What follows belongs to an exercise in optimizing a design on an open flow for small area, a short achievable clock period and few clock cycles per item; a production flow would make more cautious choices.
Where RTL was checked, it was by simulation tests only, not by an equivalence proof against the original.
For run 2, only the layout was checked, not whether the RTL still works.

==> flow/design.v, too long to show whole: its modules and the start of the top module <==
// module b85_fa: 10 lines
// module b85_codec: 913 lines
module b85_codec (
    input  wire        clk,
    input  wire        rst,         
    input  wire        in_valid,
    output wire        in_ready,
    input  wire        in_mode,     
    input  wire [39:0] in_data,
    output wire        out_valid,
    input  wire        out_ready,
    output wire [39:0] out_data,
    output wire [1:0]  out_err
);
  // ...
==> flow/flow/run.sh <==
#!/bin/bash
# Own layout flow: the standard layout (standard.sh) unchanged, except that the
# resizer's timing repair keeps a setup margin (so it also speeds up paths that already
# meet the 30 ns clock) and the ports get buf_2 buffers instead of the resizer's choice.
# The clock, the constraints and the synthesis are the standard ones.
set -euo pipefail
export SETUP_SLACK_MARGIN=22.8
export TNS_END_PERCENT=100
export BUFFER_PORTS_ARGS="-buffer_cell sky130_fd_sc_hd__buf_2"
bash standard.sh > standard.log 2>&1
==> flow/standard.sh <==
#!/bin/bash
# synth_recipe.tcl (not shown) runs the flow's synth.tcl, then flattens the netlist and writes it again
# the make line also repeats each setting of config.mk as NAME=value (left out here)
make -C /OpenROAD-flow-scripts/flow DESIGN_CONFIG=/design/flow/config.mk WORK_HOME=/design/flow/orfs CLKGATE_MAP_FILE= SYNTH_SCRIPT=/design/flow/synth_recipe.tcl "${@:-finish}"
==> flow/config.mk <==
export PLATFORM = sky130hd
export DESIGN_NAME = b85_codec
export DESIGN_NICKNAME = b85_codec
export VERILOG_FILES = /design/flow/design.v
export SDC_FILE = /design/flow/constraint.sdc
export NUM_CORES = 4
export LEC_CHECK = 0
export CAP_MARGIN = 20
export CORE_MARGIN = 2
export CORE_UTILIZATION = 65
export SLEW_MARGIN = 20
export SYNTH_HIERARCHICAL = 1
==> flow/constraint.sdc <==
create_clock -name core_clock -period 30.0 [get_ports {clk}]
set_input_delay 6.0000 -clock core_clock [delete_from_list [all_inputs] [get_ports {clk}]]
set_output_delay 6.0000 -clock core_clock [all_outputs]
set_load 0.01 [all_outputs]
==> flow_metrics.py, run 1 <==
metrics = {
    "run_status": {
        "outcome": "finished clean",
    },
    "routing": {
        "vias": 13000,
        "wirelength_met1_mm": 19.0,
        "drc": 0,
        "drt-vias-per-instance": 5.83,
    },
    "synthesis": {
        "yosys-top-cells-area": "fa_1 (32%), edfxtp_1 (20%), ha_1 (13%)",
        "synth_compound_area_share_pct": 10.4,
        "synth-simple-area-share_pct": 6.74,
        "syn_area_per_cell_um2": 11.5,
        "synth_top_cell_by_area": "fa_1",
        "synthXorXnorAreaFrac_pct": 5.82,
    },
    "cells_and_area": {
        "stdcell_area_mm2": 0.0215,
        "drive_above_1_share_pct": 11.7,
        "multiInputGateArea_mm2": 0.0140,
        "mostFrequentLayoutCells": "fa_1 (314), inv_1 (225), ha_1 (201), edfxtp_1 (132), a21oi_1 (91)",
        "numSequentialCells": 180,
        "layout.nonclk_buf_share_pct": 2.96,
        "nNonClkInverters": 228,
        "clock_buffers": 20,
        "stdcell_count": 2237,
    },
    "grt": {
        "grt_pass1_vias": 13300,
        "grt_max_degree": 79,
        "grt_pass1_wl_mm": 70.1,
    },
    "critical_path": {
        "cp.arrival_ns": 7.09,
        "critPathLaunchType": "primary input",
        "worst_setup_path_startpoint": "out_ready",
        "critPathBufInv": 2,
    },
    "floorplan": {
        "nWellTaps": 396,
        "fp.coreArea_mm2": 0.0303,
    },
    "min_path": {
        "worstHoldPathCells": 1,
        "min_to": "rdy",
    },
    "clock_network": {
        "cts_buffers": 17,
    },
    "sta": {
        "fin_crit_ns": 7.04,
    },
}
Testbench counts, summed over its fixed seeds: cycles 3,224, items 3,200.
==> inputs of run 2 (changes only) <==
--- a/flow/design.v
+++ b/flow/design.v
@@ -376,16 +376,220 @@
 wire c3_kP16 = c3_kp0[6] & c3_kP12;
 wire c3_kG17 = c3_kg0[8] | (c3_kp0[8] & c3_kG10);
 wire c3_kP17 = c3_kp0[8] & c3_kP10;
 wire c3_kG18 = c3_kg0[10] | (c3_kp0[10] & c3_kG13);
 wire c3_kP18 = c3_kp0[10] & c3_kP13;
 wire c3_kG19 = c3_kg0[12] | (c3_kp0[12] & c3_kG11);
 wire c3_kP19 = c3_kp0[12] & c3_kP11;
 assign c3 = {c3_kp0[12] ^ c3_kG11, c3_kp0[11] ^ c3_kG18, c3_kp0[10] ^ c3_kG13, c3_kp0[9] ^ c3_kG17, c3_kp0[8] ^ c3_kG10, c3_kp0[7] ^ c3_kG16, c3_kp0[6] ^ c3_kG12, c3_kp0[5] ^ c3_kG15, c3_kp0[4] ^ c3_kG7, c3_kp0[3] ^ c3_kG14, c3_kp0[2] ^ c3_kG1, c3_kp0[1] ^ c3_kg0[0], c3_kp0[0]};
+    wire [8:0] x0;
+wire [8:0] x0_ra = {1'b0, c0[7], c0[6], c0[5], c0[4], c0[3], c0[2], c0[1], c0[0]};
+wire [8:0] x0_rb = {1'b0, 1'b0, 1'b0, 1'b0, 1'b0, 1'b0, 1'b0, c0[9], c0[8]};
+wire [8:0] x0_kg0 = x0_ra & x0_rb;
+wire [8:0] x0_kp0 = x0_ra ^ x0_rb;
+wire x0_kG1 = x0_kg0[1] | (x0_kp0[1] & x0_kg0[0]);
+wire x0_kP1 = x0_kp0[1] & x0_kp0[0];
+wire x0_kG2 = x0_kg0[3] | (x0_kp0[3] & x0_kg0[2]);
+wire x0_kP2 = x0_kp0[3] & x0_kp0[2];
+wire x0_kG3 = x0_kg0[5] | (x0_kp0[5] & x0_kg0[4]);
+wire x0_kP3 = x0_kp0[5] & x0_kp0[4];
+wire x0_kG4 = x0_kg0[7] | (x0_kp0[7] & x0_kg0[6]);
+wire x0_kP4 = x0_kp0[7] & x0_kp0[6];
+wire x0_kG5 = x0_kG2 | (x0_kP2 & x0_kG1);
+wire x0_kP5 = x0_kP2 & x0_kP1;
+wire x0_kG6 = x0_kG4 | (x0_kP4 & x0_kG3);
+wire x0_kP6 = x0_kP4 & x0_kP3;
+wire x0_kG7 = x0_kG6 | (x0_kP6 & x0_kG5);
+wire x0_kP7 = x0_kP6 & x0_kP5;
+wire x0_kG8 = x0_kG3 | (x0_kP3 & x0_kG5);
+wire x0_kP8 = x0_kP3 & x0_kP5;
+wire x0_kG9 = x0_kg0[2] | (x0_kp0[2] & x0_kG1);
+wire x0_kP9 = x0_kp0[2] & x0_kP1;
+wire x0_kG10 = x0_kg0[4] | (x0_kp0[4] & x0_kG5);
+wire x0_kP10 = x0_kp0[4] & x0_kP5;
+wire x0_kG11 = x0_kg0[6] | (x0_kp0[6] & x0_kG8);
+wire x0_kP11 = x0_kp0[6] & x0_kP8;
+wire x0_kG12 = x0_kg0[8] | (x0_kp0[8] & x0_kG7);
+wire x0_kP12 = x0_kp0[8] & x0_kP7;
+assign x0 = {x0_kp0[8] ^ x0_kG7, x0_kp0[7] ^ x0_kG11, x0_kp0[6] ^ x0_kG8, x0_kp0[5] ^ x0_kG10, x0_kp0[4] ^ x0_kG5, x0_kp0[3] ^ x0_kG9, x0_kp0[2] ^ x0_kG1, x0_kp0[1] ^ x0_kg0[0], x0_kp0[0]};
+    wire [8:0] x1;
+wire x1_1, x1_2;
+b85_fa x1_1_i (.a(c1[0]), .b(c1[8]), .c(c0[8]), .s(x1_1), .co(x1_2));
+wire x1_3, x1_4;
+b85_fa x1_3_i (.a(c1[1]), .b(c1[9]), .c(c0[9]), .s(x1_3), .co(x1_4));
+wire x1_5, x1_6;
+b85_fa x1_5_i (.a(c1[2]), .b(c1[10]), .c(c0[9]), .s(x1_5), .co(x1_6));
+wire x1_7, x1_8;
+b85_fa x1_7_i (.a(c0[8]), .b(x1_2), .c(x1_3), .s(x1_7), .co(x1_8));
+wire x1_9, x1_10;
+b85_fa x1_9_i (.a(c1[3]), .b(c1[11]), .c(x1_6), .s(x1_9), .co(x1_10));
+wire x1_11, x1_12;
+b85_fa x1_11_i (.a(x1_4), .b(x1_5), .c(x1_8), .s(x1_11), .co(x1_12));
+wire x1_13, x1_14;
+b85_fa x1_13_i (.a(c1[4]), .b(c1[12]), .c(x1_10), .s(x1_13), .co(x1_14));
+wire [8:0] x1_ra = {1'b0, c1[7], c1[6], c1[5], x1_13, x1_9, x1_11, x1_7, x1_1};
+wire [8:0] x1_rb = {1'b0, 1'b0, 1'b0, x1_14, 1'b0, x1_12, 1'b0, 1'b0, 1'b0};
+wire [8:0] x1_kg0 = x1_ra & x1_rb;
+wire [8:0] x1_kp0 = x1_ra ^ x1_rb;
+wire x1_kG1 = x1_kg0[1] | (x1_kp0[1] & x1_kg0[0]);
+wire x1_kP1 = x1_kp0[1] & x1_kp0[0];
+wire x1_kG2 = x1_kg0[3] | (x1_kp0[3] & x1_kg0[2]);
+wire x1_kP2 = x1_kp0[3] & x1_kp0[2];
+wire x1_kG3 = x1_kg0[5] | (x1_kp0[5] & x1_kg0[4]);
+wire x1_kP3 = x1_kp0[5] & x1_kp0[4];
+wire x1_kG4 = x1_kg0[7] | (x1_kp0[7] & x1_kg0[6]);
+wire x1_kP4 = x1_kp0[7] & x1_kp0[6];
+wire x1_kG5 = x1_kG2 | (x1_kP2 & x1_kG1);
+wire x1_kP5 = x1_kP2 & x1_kP1;
+wire x1_kG6 = x1_kG4 | (x1_kP4 & x1_kG3);
+wire x1_kP6 = x1_kP4 & x1_kP3;
+wire x1_kG7 = x1_kG6 | (x1_kP6 & x1_kG5);
+wire x1_kP7 = x1_kP6 & x1_kP5;
+wire x1_kG8 = x1_kG3 | (x1_kP3 & x1_kG5);
+wire x1_kP8 = x1_kP3 & x1_kP5;
+wire x1_kG9 = x1_kg0[2] | (x1_kp0[2] & x1_kG1);
+wire x1_kP9 = x1_kp0[2] & x1_kP1;
+wire x1_kG10 = x1_kg0[4] | (x1_kp0[4] & x1_kG5);
+wire x1_kP10 = x1_kp0[4] & x1_kP5;
+wire x1_kG11 = x1_kg0[6] | (x1_kp0[6] & x1_kG8);
+wire x1_kP11 = x1_kp0[6] & x1_kP8;
+wire x1_kG12 = x1_kg0[8] | (x1_kp0[8] & x1_kG7);
+wire x1_kP12 = x1_kp0[8] & x1_kP7;
+assign x1 = {x1_kp0[8] ^ x1_kG7, x1_kp0[7] ^ x1_kG11, x1_kp0[6] ^ x1_kG8, x1_kp0[5] ^ x1_kG10, x1_kp0[4] ^ x1_kG5, x1_kp0[3] ^ x1_kG9, x1_kp0[2] ^ x1_kG1, x1_kp0[1] ^ x1_kg0[0], x1_kp0[0]};
+    wire [8:0] x2;
+wire x2_1, x2_2;
+b85_fa x2_1_i (.a(c2[0]), .b(c2[8]), .c(c1[8]), .s(x2_1), .co(x2_2));
+wire x2_3, x2_4;
+b85_fa x2_3_i (.a(c2[1]), .b(c2[9]), .c(c1[9]), .s(x2_3), .co(x2_4));
+wire x2_5, x2_6;
+b85_fa x2_5_i (.a(c2[2]), .b(c2[10]), .c(c1[10]), .s(x2_5), .co(x2_6));
+wire x2_7, x2_8;
+b85_fa x2_7_i (.a(c2[3]), .b(c2[11]), .c(c1[11]), .s(x2_7), .co(x2_8));
+wire x2_9, x2_10;
+b85_fa x2_9_i (.a(c2[4]), .b(c2[12]), .c(c1[12]), .s(x2_9), .co(x2_10));
+wire x2_11, x2_12;
+b85_fa x2_11_i (.a(c2[5]), .b(c2[13]), .c(c1[12]), .s(x2_11), .co(x2_12));
+wire x2_13, x2_14;
+b85_fa x2_13_i (.a(c1[8]), .b(x2_2), .c(x2_3), .s(x2_13), .co(x2_14));
+wire x2_15, x2_16;
+b85_fa x2_15_i (.a(c1[9]), .b(x2_4), .c(x2_5), .s(x2_15), .co(x2_16));
+wire x2_17, x2_18;
+b85_fa x2_17_i (.a(c1[10]), .b(x2_6), .c(x2_7), .s(x2_17), .co(x2_18));
+wire x2_19, x2_20;
+b85_fa x2_19_i (.a(c1[11]), .b(x2_8), .c(x2_9), .s(x2_19), .co(x2_20));
+wire x2_21, x2_22;
+b85_fa x2_21_i (.a(x2_10), .b(x2_11), .c(x2_20), .s(x2_21), .co(x2_22));
+wire x2_23, x2_24;
+b85_fa x2_23_i (.a(c2[6]), .b(x2_12), .c(x2_22), .s(x2_23), .co(x2_24));
+wire [8:0] x2_ra = {1'b0, c2[7], x2_23, x2_21, x2_18, x2_16, x2_14, x2_13, x2_1};
+wire [8:0] x2_rb = {1'b0, x2_24, 1'b0, 1'b0, x2_19, x2_17, x2_15, 1'b0, 1'b0};
+wire [8:0] x2_kg0 = x2_ra & x2_rb;
+wire [8:0] x2_kp0 = x2_ra ^ x2_rb;
+wire x2_kG1 = x2_kg0[1] | (x2_kp0[1] & x2_kg0[0]);
+wire x2_kP1 = x2_kp0[1] & x2_kp0[0];
+wire x2_kG2 = x2_kg0[3] | (x2_kp0[3] & x2_kg0[2]);
+wire x2_kP2 = x2_kp0[3] & x2_kp0[2];
+wire x2_kG3 = x2_kg0[5] | (x2_kp0[5] & x2_kg0[4]);
+wire x2_kP3 = x2_kp0[5] & x2_kp0[4];
+wire x2_kG4 = x2_kg0[7] | (x2_kp0[7] & x2_kg0[6]);
+wire x2_kP4 = x2_kp0[7] & x2_kp0[6];
+wire x2_kG5 = x2_kG2 | (x2_kP2 & x2_kG1);
+wire x2_kP5 = x2_kP2 & x2_kP1;
+wire x2_kG6 = x2_kG4 | (x2_kP4 & x2_kG3);
+wire x2_kP6 = x2_kP4 & x2_kP3;
+wire x2_kG7 = x2_kG6 | (x2_kP6 & x2_kG5);
+wire x2_kP7 = x2_kP6 & x2_kP5;
+wire x2_kG8 = x2_kG3 | (x2_kP3 & x2_kG5);
+wire x2_kP8 = x2_kP3 & x2_kP5;
+wire x2_kG9 = x2_kg0[2] | (x2_kp0[2] & x2_kG1);
+wire x2_kP9 = x2_kp0[2] & x2_kP1;
+wire x2_kG10 = x2_kg0[4] | (x2_kp0[4] & x2_kG5);
+wire x2_kP10 = x2_kp0[4] & x2_kP5;
+wire x2_kG11 = x2_kg0[6] | (x2_kp0[6] & x2_kG8);
+wire x2_kP11 = x2_kp0[6] & x2_kP8;
+wire x2_kG12 = x2_kg0[8] | (x2_kp0[8] & x2_kG7);
+wire x2_kP12 = x2_kp0[8] & x2_kP7;
+assign x2 = {x2_kp0[8] ^ x2_kG7, x2_kp0[7] ^ x2_kG11, x2_kp0[6] ^ x2_kG8, x2_kp0[5] ^ x2_kG10, x2_kp0[4] ^ x2_kG5, x2_kp0[3] ^ x2_kG9, x2_kp0[2] ^ x2_kG1, x2_kp0[1] ^ x2_kg0[0], x2_kp0[0]};
+    wire [8:0] x3;
+wire x3_1, x3_2;
+b85_fa x3_1_i (.a(c3[0]), .b(c3[8]), .c(c2[8]), .s(x3_1), .co(x3_2));
+wire x3_3, x3_4;
+b85_fa x3_3_i (.a(c3[1]), .b(c3[9]), .c(c2[9]), .s(x3_3), .co(x3_4));
+wire x3_5, x3_6;
+b85_fa x3_5_i (.a(c3[2]), .b(c3[10]), .c(c2[10]), .s(x3_5), .co(x3_6));
+wire x3_7, x3_8;
+b85_fa x3_7_i (.a(c3[3]), .b(c3[11]), .c(c2[11]), .s(x3_7), .co(x3_8));
+wire x3_9, x3_10;
+b85_fa x3_9_i (.a(c3[4]), .b(c3[12]), .c(c2[12]), .s(x3_9), .co(x3_10));
+wire x3_11, x3_12;
+b85_fa x3_11_i (.a(c3[5]), .b(c2[13]), .c(c2[12]), .s(x3_11), .co(x3_12));
+wire x3_13, x3_14;
+b85_fa x3_13_i (.a(c2[8]), .b(x3_2), .c(x3_3), .s(x3_13), .co(x3_14));
+wire x3_15, x3_16;
+b85_fa x3_15_i (.a(c2[9]), .b(x3_4), .c(x3_5), .s(x3_15), .co(x3_16));
+wire x3_17, x3_18;
+b85_fa x3_17_i (.a(c2[10]), .b(x3_6), .c(x3_7), .s(x3_17), .co(x3_18));
+wire x3_19, x3_20;
+b85_fa x3_19_i (.a(c2[11]), .b(x3_8), .c(x3_9), .s(x3_19), .co(x3_20));
+wire x3_21, x3_22;
+b85_fa x3_21_i (.a(c3[6]), .b(c2[13]), .c(x3_12), .s(x3_21), .co(x3_22));
+wire x3_23, x3_24;
+b85_fa x3_23_i (.a(x3_10), .b(x3_11), .c(x3_20), .s(x3_23), .co(x3_24));
+wire [8:0] x3_ra = {1'b0, c3[7], x3_21, x3_23, x3_18, x3_16, x3_14, x3_13, x3_1};
+wire [8:0] x3_rb = {1'b0, x3_22, x3_24, 1'b0, x3_19, x3_17, x3_15, 1'b0, 1'b0};
+wire [8:0] x3_kg0 = x3_ra & x3_rb;
+wire [8:0] x3_kp0 = x3_ra ^ x3_rb;
+wire x3_kG1 = x3_kg0[1] | (x3_kp0[1] & x3_kg0[0]);
+wire x3_kP1 = x3_kp0[1] & x3_kp0[0];
+wire x3_kG2 = x3_kg0[3] | (x3_kp0[3] & x3_kg0[2]);
+wire x3_kP2 = x3_kp0[3] & x3_kp0[2];
+wire x3_kG3 = x3_kg0[5] | (x3_kp0[5] & x3_kg0[4]);
+wire x3_kP3 = x3_kp0[5] & x3_kp0[4];
+wire x3_kG4 = x3_kg0[7] | (x3_kp0[7] & x3_kg0[6]);
+wire x3_kP4 = x3_kp0[7] & x3_kp0[6];
+wire x3_kG5 = x3_kG2 | (x3_kP2 & x3_kG1);
+wire x3_kP5 = x3_kP2 & x3_kP1;
+wire x3_kG6 = x3_kG4 | (x3_kP4 & x3_kG3);
+wire x3_kP6 = x3_kP4 & x3_kP3;
+wire x3_kG7 = x3_kG6 | (x3_kP6 & x3_kG5);
+wire x3_kP7 = x3_kP6 & x3_kP5;
+wire x3_kG8 = x3_kG3 | (x3_kP3 & x3_kG5);
+wire x3_kP8 = x3_kP3 & x3_kP5;
+wire x3_kG9 = x3_kg0[2] | (x3_kp0[2] & x3_kG1);
+wire x3_kP9 = x3_kp0[2] & x3_kP1;
+wire x3_kG10 = x3_kg0[4] | (x3_kp0[4] & x3_kG5);
+wire x3_kP10 = x3_kp0[4] & x3_kP5;
+wire x3_kG11 = x3_kg0[6] | (x3_kp0[6] & x3_kG8);
+wire x3_kP11 = x3_kp0[6] & x3_kP8;
+wire x3_kG12 = x3_kg0[8] | (x3_kp0[8] & x3_kG7);
+wire x3_kP12 = x3_kp0[8] & x3_kP7;
+assign x3 = {x3_kp0[8] ^ x3_kG7, x3_kp0[7] ^ x3_kG11, x3_kp0[6] ^ x3_kG8, x3_kp0[5] ^ x3_kG10, x3_kp0[4] ^ x3_kG5, x3_kp0[3] ^ x3_kG9, x3_kp0[2] ^ x3_kG1, x3_kp0[1] ^ x3_kg0[0], x3_kp0[0]};
+    wire [6:0] x4;
+wire [6:0] x4_ra = {1'b0, c3[12], c3[12], c3[11], c3[10], c3[9], c3[8]};
+wire [6:0] x4_rb = {1'b0, 1'b0, c3[11], c3[10], c3[9], c3[8], 1'b0};
+wire [6:0] x4_kg0 = x4_ra & x4_rb;
+wire [6:0] x4_kp0 = x4_ra ^ x4_rb;
+wire x4_kG1 = x4_kg0[1] | (x4_kp0[1] & x4_kg0[0]);
+wire x4_kP1 = x4_kp0[1] & x4_kp0[0];
+wire x4_kG2 = x4_kg0[3] | (x4_kp0[3] & x4_kg0[2]);
+wire x4_kP2 = x4_kp0[3] & x4_kp0[2];
+wire x4_kG3 = x4_kg0[5] | (x4_kp0[5] & x4_kg0[4]);
+wire x4_kP3 = x4_kp0[5] & x4_kp0[4];
+wire x4_kG4 = x4_kG2 | (x4_kP2 & x4_kG1);
+wire x4_kP4 = x4_kP2 & x4_kP1;
+wire x4_kG5 = x4_kG3 | (x4_kP3 & x4_kG4);
+wire x4_kP5 = x4_kP3 & x4_kP4;
+wire x4_kG6 = x4_kg0[2] | (x4_kp0[2] & x4_kG1);
+wire x4_kP6 = x4_kp0[2] & x4_kP1;
+wire x4_kG7 = x4_kg0[4] | (x4_kp0[4] & x4_kG4);
+wire x4_kP7 = x4_kp0[4] & x4_kP4;
+wire x4_kG8 = x4_kg0[6] | (x4_kp0[6] & x4_kG5);
+wire x4_kP8 = x4_kp0[6] & x4_kP5;
+assign x4 = {x4_kp0[6] ^ x4_kG5, x4_kp0[5] ^ x4_kG7, x4_kp0[4] ^ x4_kG4, x4_kp0[3] ^ x4_kG6, x4_kp0[2] ^ x4_kG1, x4_kp0[1] ^ x4_kg0[0], x4_kp0[0]};
     wire [16:0] dec_lo;
     wire [16:0] dec_ha, dec_hb;
 wire dv_g0 = ir_data[6] & (ir_data[5] | (ir_data[4] & ir_data[3] & ir_data[2]));   
 wire dv_g1 = ir_data[14] & (ir_data[13] | (ir_data[12] & ir_data[11] & ir_data[10]));   
 wire dv_g2 = ir_data[22] & (ir_data[21] | (ir_data[20] & ir_data[19] & ir_data[18]));   
 wire dv_g3 = ir_data[30] & (ir_data[29] | (ir_data[28] & ir_data[27] & ir_data[26]));   
 wire dv_g4 = ir_data[38] & (ir_data[37] | (ir_data[36] & ir_data[35] & ir_data[34]));   
 wire dv_1, dv_2;
@@ -816,21 +1020,16 @@
 wire dv_kP25 = dv_kp0[12] & dv_kP16;
 wire dv_kG26 = dv_kg0[14] | (dv_kp0[14] & dv_kG19);
 wire dv_kP26 = dv_kp0[14] & dv_kP19;
 wire dv_kG27 = dv_kg0[16] | (dv_kp0[16] & dv_kG15);
 wire dv_kP27 = dv_kp0[16] & dv_kP15;
 assign dec_lo = {dv_kp0[16] ^ dv_kG15, dv_kp0[15] ^ dv_kG26, dv_kp0[14] ^ dv_kG19, dv_kp0[13] ^ dv_kG25, dv_kp0[12] ^ dv_kG16, dv_kp0[11] ^ dv_kG24, dv_kp0[10] ^ dv_kG18, dv_kp0[9] ^ dv_kG23, dv_kp0[8] ^ dv_kG13, dv_kp0[7] ^ dv_kG22, dv_kp0[6] ^ dv_kG17, dv_kp0[5] ^ dv_kG21, dv_kp0[4] ^ dv_kG9, dv_kp0[3] ^ dv_kG20, dv_kp0[2] ^ dv_kG1, dv_kp0[1] ^ dv_kg0[0], dv_kp0[0]};
 assign dec_ha = {1'b1, ir_data[37], dv_321, dv_281, dv_361, dv_347, dv_319, dv_278, dv_277, dv_316, dv_314, dv_313, dv_311, dv_309, dv_359, dv_345, dv_357};
 assign dec_hb = {ir_data[38], dv_322, 1'b0, dv_362, 1'b0, 1'b0, 1'b0, dv_279, dv_318, dv_317, dv_315, dv_312, dv_310, dv_360, 1'b0, dv_358, 1'b0};
-    wire [8:0] x0 = c0[7:0] + c0[9:8];
-    wire [8:0] x1 = c1[7:0] + c1[12:8] + 3 * c0[9:8];
-    wire [8:0] x2 = c2[7:0] + c2[13:8] + 3 * c1[12:8];
-    wire [8:0] x3 = c3[7:0] + c3[12:8] + 3 * c2[13:8];
-    wire [6:0] x4 = 3 * c3[12:8];
     wire [8:0] y0 = m_p[8:0], y1 = m_p[17:9], y2 = m_p[26:18], y3 = m_p[35:27];
     wire [6:0] y4 = m_p[42:36];
     function [2:0] fd;
         input [8:0] y;
         fd = (y >= 9'd340) ? 3'd4 : (y >= 9'd255) ? 3'd3 : (y >= 9'd170) ? 3'd2 : (y >= 9'd85) ? 3'd1 : 3'd0;
     endfunction
     wire [2:0] f0 = fd(y0), f1 = fd(y1), f2 = fd(y2), f3 = fd(y3);
     function [6:0] tk;   
==> flow/flow/run.sh (replaced) <==
#!/bin/bash
# Own layout flow: the standard layout (standard.sh) unchanged, except that the
# resizer's timing repair keeps a setup margin (so it also speeds up paths that already
# meet the 30 ns clock) and the ports get buf_2 buffers instead of the resizer's choice.
# The clock, the constraints and the synthesis are the standard ones.
set -euo pipefail
export SETUP_SLACK_MARGIN=23.0
export TNS_END_PERCENT=100
export BUFFER_PORTS_ARGS="-buffer_cell sky130_fd_sc_hd__buf_2"
bash standard.sh > standard.log 2>&1
==> run 2 against run 1 <==
Utilization grew 1.1 points. Worst hold slack lost 0.0067 ns. Flip-flop and latch count is the same. First-iteration DRC count shrank 11%. Still clean. Sequential share of layout area grew 0.20 points. Worst setup slack gained 0.055 ns. Highest routed layer unchanged.
==> flow_metrics.py, run 2 <==
metrics = {
    "cells_and_area": {
        "final_util_pct": 71.9,
        "stdcell_area_mm2": 0.0213,
        "top_register": "m_p",
        "largest_reg_flops": 48,
        "seqCellArea_mm2": 0.00493,
        "n_fill_cell": 2175,
        "final_common_cell": "fa_1",
        "final_nets": 2304,
        "stdcell_count": 2156,
        "n_antenna_cell": 0,
        "multiInputGateArea_mm2": 0.0139,
        "drive_above_1_share_pct": 14.1,
        "syn_to_final_growth_pct": 8.87,
        "mostFrequentLayoutCells": "fa_1 (327), inv_1 (183), ha_1 (179), edfxtp_1 (132), buf_2 (88)",
    },
    "critical_path": {
        "worstPathCellList": "buf_2",
        "worst_path_largest_cell_delay_ns": 0.39,
        "r2r-end": "m_p[33]",
        "crit_type": "reg2out",
        "crit_slowest_cell": "edfxtp_1",
        "r2r_start": "ir_data[30]",
        "reg2reg_setup_slack_ns": 23.37,
        "worst-path-max-fanout": 1,
        "critPathCapture": "out_data[36]",
        "cp_data_required_time_ns": 24.00,
        "critPathLaunchType": "flop",
        "cp.arrival_ns": 0.98,
        "crit_family": "flip-flops",
        "critPathBufInv": 1,
        "rr_worst_depth": 21,
        "worst_setup_path_startpoint": "o_data[36]",
        "cp.depth": 1,
        "end_kind": "output port",
    },
    "synthesis": {
        "synth_cell_types": 76,
        "synth_top_area_share_pct": 33.4,
        "ys_ff_latch": 180,
        "yosys-top-cells-area": "fa_1 (33%), edfxtp_1 (20%), ha_1 (11%)",
        "netlist_instances": 1631,
        "synth.most_common_cell": "fa_1",
        "synth_ff_type": "edfxtp_1",
        "syn-num-nets": 2182,
        "yosys-top-cells-count": "fa_1 (327), inv_1 (184), ha_1 (179)",
        "synth_seq_area_share_pct": 25.1,
        "ys_warn_count": 7,
        "syn_area_per_cell_um2": 12.0,
        "async_flop_share_pct": 0,
        "synth-edff-count": 132,
        "synth_top_cell_by_area": "fa_1",
        "syn-cell-area_mm2": 0.0196,
    },
    "sta": {
        "rsz0062_at_grt": "yes",
        "fin_crit_ns": 6.98,
        "finalHoldViolCount": 0,
        "relSlewSlack_pct": 29.6,
        "layout_setup_ws_ns": 23.02,
        "fin_worst_hold_slack_ns": 0.408,
        "max_slew.worst_pin.slew_ns": 1.06,
        "clock_skew_ns": 0.0129,
        "max_freq_mhz": 143,
        "finalSetupTns_ns": 0,
        "finalCritPeriodShare_pct": 23.3,
        "finalSetupViolCount": 0,
        "report.final.slew_viol_count": 0,
    },
    "place": {
        "dp_hpwl_mm": 34.1,
        "place_congestion": 0.987,
        "dpl-instance-area_mm2": 0.0205,
        "portBuffers": 88,
        "dp.cells": 2098,
        "dpl_worst_slack_ns": 22.45,
    },
    "clock_network": {
        "cts.clk_slew.worst_paths_ns": 0.07,
        "cts_buffers": 17,
        "cts_tree": "built",
        "cts_buffer_depth": 2,
        "htree_levels": 4,
        "cts_hold_buf": 0,
        "insertion_delay_ns": 0.44,
        "cts.sinks": 180,
        "clockRootBuffer": "clkbuf_16",
    },
    "floorplan": {
        "die_h_um": 178,
        "dieWidth_um": 178,
        "num_rows": 63,
        "fp.coreArea_mm2": 0.0296,
        "io_pins": 89,
        "die_area_mm2": 0.0315,
        "start_util_pct": 66.1,
    },
    "routing": {
        "postRouteWirelength_mm": 42.7,
        "postRouteAntennaNets": 0,
        "wire_per_inst_um": 19.8,
        "dr.pass1.iters": 5,
        "vias": 12700,
        "drt-vias-per-instance": 5.88,
        "drt-initial-drc-count": 702,
        "drc": 0,
    },
    "grt": {
        "grt_pass1_vias": 13200,
        "grt_pass1_wl_mm": 68.9,
        "track_usage_pct": 29.0,
        "grt_max_degree": 72,
        "grt_overflow_total": 0,
        "antenna_found_initial": 0,
    },
    "run": {
        "cap_viol_max_count": 0,
    },
    "run_status": {
        "outcome": "finished clean",
    },
    "min_path": {
        "hold_path_class": "reg2reg",
        "worstHoldPathCells": 1,
    },
}
==> run 2: changes by cell type in the layout (fill, tap and decap cells not counted), sizes merged, moves of 11 or more <==
cell | before | now
fa | 314 | 327
buf | 114 | 127
inv | 232 | 191
nand3 | 24 | 11
ha | 201 | 179
mux2 | 49 | 60
a21oi | 92 | 68
==> run 2: per-module statistics from Yosys (local to each module, per instance) <==
module	cells	area [um2]
b85_codec	1344	13800
b85_fa	1	20.0
==> run 2: repair_timing <==
item / in CTS / in global routing
pin swaps: 0 / 1
buffers inserted: 0 / 25
gates resized for setup: 2 / 6
cloned: 1 / 0
endpoints found under the setup margin: 44 / 14
==> run 2: worst min-delay path by stage <==
stage | start | end | slack, ns
finish | ir_v | rdy | 0.41
global route | ir_v | rdy | 0.41
CTS | ir_v | rdy | 0.40
detailed placement | ir_v | rdy | 0.40
global placement | ir_v | rdy | 0.39
floorplan | ir_v | rdy | 0.37
==> run 2: cell type report <==
type / instances / share of cell area [%]
multi-input cells: 1242 / 65.3
flip-flops and latches: 180 / 23.1
repair buffers: 127 / 3.50
inverters: 184 / 3.26
well taps: 390 / 2.29
clock buffers: 18 / 2.01
clock inverters: 14 / 0.552
repair inverters: 1 / 0.0352
==> run 2: kinds of logic (layout without fill, tap and decap cells) <==
| group | count (synthesis) | after routing | synth area share, % |
|---|---|---|---|
| buffers and inverters | 209 | 344 | 4.07 |
| AOI/OAI and AO/OA | 297 | 297 | 10.1 |
| xor gates and xnor gates | 112 | 112 | 5.05 |
| and+or+nand+nor | 258 | 258 | 6.79 |
| muxes | 69 | 69 | 3.93 |
| adders and majority gates | 506 | 506 | 44.9 |
| DFF | 180 | 180 | 25.1 |
==> run 2: per-layer routing <==
layer / up-vias / part of all wire, % / track usage, %
li1: 5891 / - / -
met1: 6339 / 43 / 39.4
met2: 378 / 48 / 47.2
met3: 66 / 5.7 / 5.01
met4: 0 / 3.0 / 10.6
met5: - / 0 / 0

afterwards: timing with drivers on the ports:
In the flow no input, the clock included, has a driving cell. The finished layouts below were timed again as built, in two steps. Step 1 assumes that a clkbuf_16 drives the clock port and a buf_2 every other input. Step 2 moves the port delays by t, midway between the first and last clock arrival at a register: inputs arrive t later, outputs are due t later. That takes back most of the time a late clock gives input paths. Three values: ideal ports, drivers, drivers and shift; two values: the first two.
run	t, ns	setup WS [ns]	slew at the worst register clock pin (ns)
run 1	0.506	22.961 / 22.972 / 22.489	0.07 / 0.07
run 2	0.491	23.016 / 22.962 / 22.744	0.08 / 0.08
After both steps setup and hold are still met in every run listed. The setup slack of run 1, which loses most, moves by +0.011 ns with the drivers and by -0.472 ns with both steps.
